Context: an optimization exercise on an open-source flow, tuned for small area, a short achievable clock period and few clock cycles per item. The choices shown serve that exercise and are no tape-out recipe. Only simulation tests tie the RTL to the original design; equivalence was not proved.

### design/flow/design.v
module ldsdk_divc #(
    parameter integer N = 8,
    parameter integer D = 3
) (
    input  wire         neg,
    input  wire [N-1:0] x,
    output wire [N-1:0] q,
    output wire [D-1:0] r
);
    wire [D-1:0] st [0:N];
    assign st[N] = neg ? ({{(D-1){1'b0}}, 1'b1} << (D - 1)) : {{(D-1){1'b0}}, 1'b1};
    genvar i, j, k;
    generate
        for (i = N - 1; i >= 0; i = i - 1) begin : g_bit
            wire [D-1:0] cur = st[i+1];
            wire [D-1:0] nxt;
            wire [D-1:0] qterm;
            for (j = 0; j < D; j = j + 1) begin : g_st
                localparam integer R0 = ((j % 2) == 0) ? (j / 2) : ((j + D) / 2);
                localparam integer R1 = ((j % 2) == 1) ? ((j - 1) / 2) : ((j + D - 1) / 2);
                assign nxt[j] = x[i] ? cur[R1] : cur[R0];
                assign qterm[j] = (2 * j >= D) ? cur[j] :
                                  (2 * j + 1 >= D) ? (cur[j] & x[i]) : 1'b0;
            end
            assign q[i] = |qterm;
            assign st[i] = nxt;
        end
    endgenerate
    assign r = st[0];
endmodule
module ldsdk_pll #(
    parameter integer P_TICKS   = 240000,
    parameter integer REF_POINT = 1000,
    parameter integer TC        = 10,
    parameter integer K_CLIP    = 2,
    parameter integer G_LEAD    = 3,
    parameter integer G_CLIP    = 1,
    parameter integer G_INT     = 24,
    parameter integer SCALE     = 5,
    parameter integer TRIM_BITS = 10
) (
    input  wire                 clk,
    input  wire                 rst,
    input  wire                 in_valid,
    output wire                 in_ready,
    input  wire [15:0]          in_fn,
    input  wire [31:0]          in_t,
    input  wire                 in_wait_sync,
    input  wire                 in_sf_valid,
    input  wire [15:0]          in_sf_frame,
    output reg                  done,
    output reg                  start,
    output reg  [TRIM_BITS-1:0] trim_out,
    output reg                  sat,
    output wire [31:0]          phase,
    output wire [31:0]          err,
    output reg  [15:0]          last_fn,
    output wire [31:0]          last_fts,
    output reg                  fault
);
    assign in_ready = 1'b1;
    reg        v1;
    reg [31:0] t1;
    reg [15:0] fn1;
    reg        g1;
    always @(posedge clk) begin
        v1  <= !rst && in_valid;
        t1  <= in_t;
        fn1 <= in_fn;
        g1  <= in_wait_sync && (!in_sf_valid || (in_sf_frame == in_fn));
    end
    wire [24:0] th  = t1[31:7];
    wire [6:0]  tl  = t1[6:0];
    wire [6:0]  tlp = tl - 7'd104;
    wire        bw  = (tl < 7'd104);
    wire signed [15:0] rs =
          $signed({5'd0, th[10:0]})
        + (th[11] ? 16'sd173 : 16'sd0)
        + (th[12] ? 16'sd346 : 16'sd0)
        + (th[13] ? 16'sd692 : 16'sd0)
        - (th[14] ? 16'sd491 : 16'sd0)
        + (th[15] ? 16'sd893 : 16'sd0)
        - (th[16] ? 16'sd89  : 16'sd0)
        - (th[17] ? 16'sd178 : 16'sd0)
        - (th[18] ? 16'sd356 : 16'sd0)
        - (th[19] ? 16'sd712 : 16'sd0)
        + (th[20] ? 16'sd451 : 16'sd0)
        + (th[21] ? 16'sd902 : 16'sd0)
        - (th[22] ? 16'sd71  : 16'sd0)
        - (th[23] ? 16'sd142 : 16'sd0)
        - (th[24] ? 16'sd284 : 16'sd0)
        - 16'sd7 - $signed({15'd0, bw});
    wire signed [16:0] z = $signed({rs, tlp[6]});
    wire signed [15:0] ph_hi =
          (z >= 17'sd9375)  ? rs - 16'sd5625 :
          (z >= 17'sd5625)  ? rs - 16'sd3750 :
          (z >= 17'sd1875)  ? rs - 16'sd1875 :
          (z < -17'sd1875)  ? rs + 16'sd1875 : rs;
    reg        v2;
    reg [17:0] ph2;      
    reg [24:0] th2;
    reg [15:0] fn2;
    reg        g2;
    always @(posedge clk) begin
        v2  <= !rst && v1;
        ph2 <= {ph_hi[10:0], tlp};
        th2 <= th;
        fn2 <= fn1;
        g2  <= g1;
    end
    reg signed [21:0] lp_q;      
    reg signed [25:0] u_q;       
    reg        [2:0]  v_q;
    reg        [4:0]  r_q;
    reg               flt;       
    wire signed [21:0] ph2s = {{4{ph2[17]}}, ph2};
    wire signed [21:0] lp   = lp_q + ph2s;
    wire [19:0] q10b;
    wire [4:0]  r10;
    ldsdk_divc #(.N(20), .D(5)) u_d10 (.neg(lp[21]), .x(lp[20:1]), .q(q10b), .r(r10));
    wire signed [21:0] q10  = {{2{lp[21]}}, q10b};
    wire               nz10 = !r10[0] || lp[0];           
    wire               inc  = lp[21] && nz10;             
    wire signed [21:0] lp_n = lp + ~q10 + {21'd0, !inc};
    wire [13:0] y3q;
    wire [2:0]  y3r;
    ldsdk_divc #(.N(14), .D(3)) u_y3 (.neg(ph2[17]), .x(ph2[16:3]), .q(y3q), .r(y3r));
    wire [13:0] y5q;
    wire [4:0]  y5r;
    ldsdk_divc #(.N(14), .D(5)) u_y5 (.neg(ph2[17]), .x(y3q), .q(y5q), .r(y5r));
    wire signed [25:0] pa = {{12{ph2[17]}}, y5q};
    wire [2:0] pb = y5r[4] ? 3'd4 : y5r[3] ? 3'd3 : y5r[2] ? 3'd2 : y5r[1] ? 3'd1 : 3'd0;
    wire [1:0] r3 = y3r[2] ? 2'd2 : y3r[1] ? 2'd1 : 2'd0;
    wire [4:0] pc = {r3, ph2[2:0]};
    wire [5:0] rr  = r_q + pc;
    wire       cr  = (rr >= 6'd24);
    wire [4:0] rn  = cr ? rr - 6'd24 : rr;
    wire [3:0] vv  = v_q + pb + cr;
    wire       cv  = (vv >= 4'd5);
    wire [2:0] vn  = cv ? vv - 4'd5 : vv;
    wire signed [25:0] un = u_q + pa + $signed({25'd0, cv});
    localparam signed [25:0] U_MAX = 26'sd17895697;
    localparam signed [25:0] U_MIN = -26'sd17895698;
    wire ovf_p = (un > U_MAX) || ((un == U_MAX) && ((vn != 3'd0) || (rn > 5'd7)));
    wire ovf_n = (un < U_MIN) || ((un == U_MIN) && ((vn < 3'd4) || ((vn == 3'd4) && (rn < 5'd16))));
    wire it_ovf = ovf_p || ovf_n;
    wire [24:0] fts_n = th2 - {{14{ph2[17]}}, ph2[17:7]} - {24'd0, (ph2[6:0] >= 7'd24)};
    always @(posedge clk) begin
        if (rst) begin
            lp_q <= 22'sd0;
            u_q  <= 26'sd0;
            v_q  <= 3'd0;
            r_q  <= 5'd0;
            flt  <= 1'b0;
        end else if (v2 && !flt) begin
            lp_q <= lp_n;
            if (it_ovf) begin
                flt <= 1'b1;
            end else begin
                u_q <= un;
                v_q <= vn;
                r_q <= rn;
            end
        end
    end
    reg        v3;
    reg        pw3;      
    reg        ok3;      
    reg [17:0] ph3;
    reg [17:0] q3;       
    reg        nz3;      
    reg [24:0] fts3;
    reg [15:0] fn3;
    reg        g3;
    always @(posedge clk) begin
        v3   <= !rst && v2;
        pw3  <= !flt;
        ok3  <= !flt && !it_ovf;
        ph3  <= ph2;
        q3   <= q10[17:0];
        nz3  <= nz10;
        fts3 <= fts_n;
        fn3  <= fn2;
        g3   <= g2;
    end
    wire [16:0] a3q;
    wire [2:0]  a3r;
    ldsdk_divc #(.N(17), .D(3)) u_a3 (.neg(q3[17]), .x(q3[16:0]), .q(a3q), .r(a3r));
    wire [16:0] a5q;
    wire [4:0]  a5r;
    ldsdk_divc #(.N(17), .D(5)) u_a5 (.neg(q3[17]), .x(a3q), .q(a5q), .r(a5r));
    wire signed [25:0] al = {{9{q3[17]}}, a5q};
    wire [2:0] r5 = a5r[4] ? 3'd4 : a5r[3] ? 3'd3 : a5r[2] ? 3'd2 : a5r[1] ? 3'd1 : 3'd0;
    wire n1 = u_q[25] && (r_q != 5'd0);
    wire n2 = q3[17] && (!a3r[0] || nz3);
    wire signed [4:0] clip = ph3[17] ? -5'sd2 : (ph3 != 18'd0) ? 5'sd2 : 5'sd0;
    wire signed [5:0] sg = $signed({3'd0, r5}) + $signed({5'd0, n2}) + clip
                         + $signed({3'd0, v_q}) + $signed({5'd0, n1});
    wire signed [2:0] fq = (sg < 0) ? -3'sd1 : (sg >= 10) ? 3'sd2 : (sg >= 5) ? 3'sd1 : 3'sd0;
    wire [2:0] wr = (sg < 0) ? sg + 6'sd5 : (sg >= 10) ? sg - 6'sd10 : (sg >= 5) ? sg - 6'sd5 : sg;
    wire signed [25:0] xs = u_q + al + {{23{fq[2]}}, fq};
    wire signed [25:0] e  = xs + {25'd0, (xs[25] && (wr != 3'd0))};
    wire e_hi = !e[25] && (e > 26'sd512);      
    wire e_lo = e[25] && (e < -26'sd511);      
    wire [9:0] e_neg = ~e[9:0] + 10'd1;
    reg [17:0] phase_q;
    reg [25:0] err_q;
    reg [24:0] fts_q;
    reg        fts_w;
    assign phase    = {{14{phase_q[17]}}, phase_q};
    assign err      = {{6{err_q[25]}}, err_q};
    assign last_fts = {fts_q, fts_w, fts_w, 1'b0, fts_w, 3'b000};
    always @(posedge clk) begin
        if (rst) begin
            done     <= 1'b0;
            start    <= 1'b0;
            trim_out <= {TRIM_BITS{1'b0}};
            sat      <= 1'b0;
            phase_q  <= 18'd0;
            err_q    <= 26'd0;
            last_fn  <= 16'd0;
            fts_q    <= 25'd0;
            fts_w    <= 1'b0;
            fault    <= 1'b0;
        end else begin
            done  <= v3;
            start <= v3 && ok3 && g3;
            if (v3) begin
                fault <= !ok3;
                if (pw3) phase_q <= ph3;
                if (ok3) begin
                    err_q    <= e;
                    sat      <= e_hi || e_lo;
                    trim_out <= e_lo ? 10'h1FF : e_hi ? 10'h200 : e_neg;
                    last_fn  <= fn3;
                    fts_q    <= fts3;
                    fts_w    <= 1'b1;
                end
            end
        end
    end
endmodule
### design/flow/run.sh
#!/bin/bash
# synth_recipe.tcl (not shown) runs the flow's synth.tcl, then flattens the netlist and writes it again
# the make line also repeats each setting of config.mk as NAME=value (left out here)
make -C /OpenROAD-flow-scripts/flow DESIGN_CONFIG=/design/flow/config.mk WORK_HOME=/design/flow/orfs CLKGATE_MAP_FILE= SYNTH_SCRIPT=/design/flow/synth_recipe.tcl finish
### design/flow/config.mk
export PLATFORM = sky130hd
export DESIGN_NAME = ldsdk_pll
export DESIGN_NICKNAME = ldsdk_pll
export VERILOG_FILES = /design/flow/design.v
export SDC_FILE = /design/flow/constraint.sdc
export NUM_CORES = 4
export LEC_CHECK = 0
export CAP_MARGIN = 20
export CORE_MARGIN = 2
export CORE_UTILIZATION = 40
export SLEW_MARGIN = 20
### design/flow/constraint.sdc
create_clock -name core_clock -period 70.0 [get_ports {clk}]
set_input_delay 14.0000 -clock core_clock [delete_from_list [all_inputs] [get_ports {clk}]]
set_output_delay 14.0000 -clock core_clock [all_outputs]
set_load 0.01 [all_outputs]
==> reports/qor.log <==
[synth] synthesized instance count 3,618
[place] HPWL after detailed placement 57.7 mm
[critical_path] classification of the worst setup path reg2reg
[synth] Seq/Total Area, Yosys 24.3%
[die] die area 74,200 um^2
[clock_network] H-tree depth 2
[synth] Synth top cells by count 405 x sky130_fd_sc_hd__inv_1, 368 x sky130_fd_sc_hd__nand2_1, 350 x sky130_fd_sc_hd__dfxtp_1
[drt] routed length per placed instance 15.9 um
[global_routing] number of global-route vias before repair 23,300
[global_routing] total global-route track usage 19.5%
[drt] length of the first detailed-routing pass in iterations 6
[outcome] outcome finished clean
[synth] summed instance area of the synthesized netlist 28,800 um^2
[sta] transition at the pin with the smallest max-transition slack 1.05 ns
[critical_path] Worst path max stage delay 0.84 ns
[clock_network] total setup buffers inserted after CTS 0
[clock_network] clock tree from TritonCTS built
[synth] synth unique cells 113
[synth] mean post-synth cell area 7.97 um^2
[sta] highest clock frequency the design can meet 53.1 MHz
[die] top-level port count 196
[job] maxcap violations 0
[drt] number of nets with antenna violations after routing 0
[sta] RSZ-0062 raised after global routing false
[drt] drt first-iter violations 1,816
[global_routing] wire length of the first global-routing pass 121 mm
[synth] fraction of synthesis flops using an asynchronous set or reset pin 0%
[sta] Worst Clk Skew 0.0356 ns
[global_routing] maximum number of pins on one net before global-route repair 96
[sta] final count of negative-setup-slack endpoints 0
[drt] via count 25,200
[critical_path] cell with the largest stage delay on the worst path sky130_fd_sc_hd__a221oi_1
[clock_network] Sinks on Clock Net 350
[sta] Tcrit/Tclk final 26.9%
[clock_network] maximum root-to-sink buffer count 3
[global_routing] grt total ovfl 0
[synth] proportion of netlist area held by the largest area contributor 24.3%
[sta] Tmin final 18.83 ns
[place] final RePlAce weighted congestion 0.875
[layout] filler instances 7,073
[layout] signed area change from the synthesized netlist to the final layout 13.5%
[synth] dominant register cell in the synthesized netlist sky130_fd_sc_hd__dfxtp_1
[die] Chip Width 272 um
[drt] total wire length 74.8 mm
[layout] area of all placed cells without fillers 32,700 um^2
[synth] top area cells in the synthesized netlist sky130_fd_sc_hd__dfxtp_1 24%, sky130_fd_sc_hd__ha_1 11%, sky130_fd_sc_hd__fa_1 6.2%
[clock_network] CTS clk-pin slew, worst paths 0.06 ns
[place] count of port buffers added during placement 190
[sta] pins over their slew limit 0
[synth] area leader, netlist sky130_fd_sc_hd__dfxtp_1
[layout] area used by sequential logic in the layout 7010 um^2
[drt] # DRC 0
[critical_path] Worst setup EP type flop
[place] instance count after placement with tap cells included 4,623
[synth] EDFF count, synth 0
[clock_network] number of buffers added by the clock tree synthesis step 40
[synth] most frequently used cell type in the post-synthesis netlist sky130_fd_sc_hd__inv_1
[layout] Total Nets Final 4,121
[sta] post-route setup TNS 0 ns
[clock_network] clk root buf sky130_fd_sc_hd__clkbuf_16
[global_routing] number of antenna violations at the first check in global routing 2
[synth] synthesis warning total 6
[critical_path] crit start category flop
[critical_path] gate family responsible for the most delay along the worst path compound AO/OA/AOI/OAI gates
[place] standard cell area after detailed placement 31,400 um^2
[critical_path] slack of the worst reg-to-reg path 51.17 ns
[die] Site Rows 98
[sta] worst-case headroom to the max-slew limit 28.3%
[critical_path] top fanout value on the critical path 20
[sta] count of final hold-check violations 0
[die] die boundary height 272 um
[sta] Final Hold Slack 0.318 ns
[critical_path] critical path data arrival time 19.22 ns
[layout] area of the multi-input gates 19,500 um^2
[drt] number of vias per cell 5.38
[die] core region area 71,500 um^2
[hold_path] worst min-delay path class reg2reg
[clock_network] number of buffers inserted for hold repair after clock tree synthesis 0
[clock_network] clock latency reported for the late side of the worst-skew pair 0.57 ns
[critical_path] worst endpoint required time 70.39 ns
[die] starting utilization of the core area 40.3%
[clock_network] count of instances resized after the clock tree is built 0
[critical_path] cell with the most instances on the worst path sky130_fd_sc_hd__ha_1
[layout] layout cell share with drive strength beyond 1 5.29%
[synth] Seq cells post-synth 350
[layout] post-route insts no fill 4,694
[critical_path] total buffers and inverters traversed by the critical path 6
## cells by family (layout without fill, tap and decap cells)
logic type	count (synthesis)	after routing	synth area share, %
mux	166	166	5.99
xor+xnor	192	192	5.86
compound gates	953	953	22.1
buf+inv	580	700	8.02
fa+ha+maj	337	337	16.9
other cells	2	8	0.0260
flops	350	350	24.3
simple gates	1038	1038	16.8
## worst register-to-register path, delay by kind of cell, from the launching register on
kind | cells | cell delay, ns
DFF | 1 | 0.30
xor gates and xnor gates | 3 | 0.39
and+or+nand+nor | 17 | 3.56
buffers and inverters | 6 | 1.44
AOI/OAI and AO/OA | 29 | 7.97
muxes | 4 | 1.49
adders and majority gates | 11 | 3.53
## final timing paths
check	end	from	cells past startpoint
setup / recovery	trim_out[5]	q3[17]	70
hold / removal	g3	g2	0
setup reg to reg	trim_out[5]	q3[17]	70
hold reg to reg	g3	g2	0
## final cells by class
class                      instances  area share [%]
sequential                       350            21.4
timing repair buffer             214            6.36
inverter                         416            4.77
multi-input combinational       2693            59.7
clock buffer                      54            3.40
antenna                            1         0.00764
tap                              950            3.63
clock inverter                    16           0.722
## layout by cell type (no fill, tap or decap), drive strengths merged, types with 14 or more instances in the layout
cell type and instances:
nand4 17, a211oi 76, a22oi 16, o22ai 27, or3 16, a31oi 20, nor4 26, o21a 22
nor2 272, mux2i 139, o211ai 35, a2111oi 14, xor2 64, a21boi 19, mux2 26, fa 89
a21o 33, nand2b 31, nor2b 42, a221oi 22, inv 413, clkbuf 54, nand2 369, xnor2 128
buf 25, clkdlybuf4s50 189, o21bai 24, dfxtp 350, a21oi 302, and3 28, nor3 88, o31ai 14
ha 248, o21ai 193, and2 21, nand3 71
## flip-flops by register name, indices dropped and copies added (netlist names), 3 cells and up
register / count
t1: 32
err_q: 26
u_q: 26
fts3: 25
fts_q: 25
th2: 25
lp_q: 22
ph2: 18
ph3: 18
phase_q: 18
q3: 18
fn1: 16
fn2: 16
fn3: 16
last_fn: 16
trim_out: 10
r_q: 5
v_q: 3
## routing by layer
layer / vias to the layer above / track usage, % / part of all wire (%)
met1: 11900 / 26.8 / 48
met4: 0 / 4.40 / 1.8
met5: - / 0 / 0
met2: 471 / 32.6 / 46
li1: 12800 / - / -
met3: 84 / 2.59 / 4.2
## stage by stage
step	util, %	setup slack (ns)
after CTS	45.8	51.26
final	45.8	51.17
after floorplan	-	52.37
after global placement	43.9	51.62
after global routing	45.8	49.40
after detailed placement	43.9	51.38
Testbench counts, summed over its fixed seeds: cycles 3,224, items 3,200.

re-timing with driven ports:
The flow's constraints put no driver on any port. The routed layout listed below was extracted and timed again, unchanged, in two steps.
Step 1, drivers: a clkbuf_16 drives clk and a buf_2 each remaining input, both assumed.
Step 2 moves the port delays by t, midway between the first and last clock arrival at a register: inputs arrive t later, outputs are due t later. That takes back most of the time a late clock gives input paths.
Slacks: ideal ports / drivers / drivers and shift; pairs: ideal ports / drivers.
shift t [ns]: 0.621
slack for setup (ns): 51.170 / 51.170 / 51.170
worst setup path after step 2: register to register
latest minus earliest clock arrival (ns): 0.035 / 0.036
worst data-port slew with drivers (ns): 0.05
After both steps this run still meets setup and hold. The setup slack of this run moves by 0.000 ns with the drivers and by 0.000 ns with both steps.
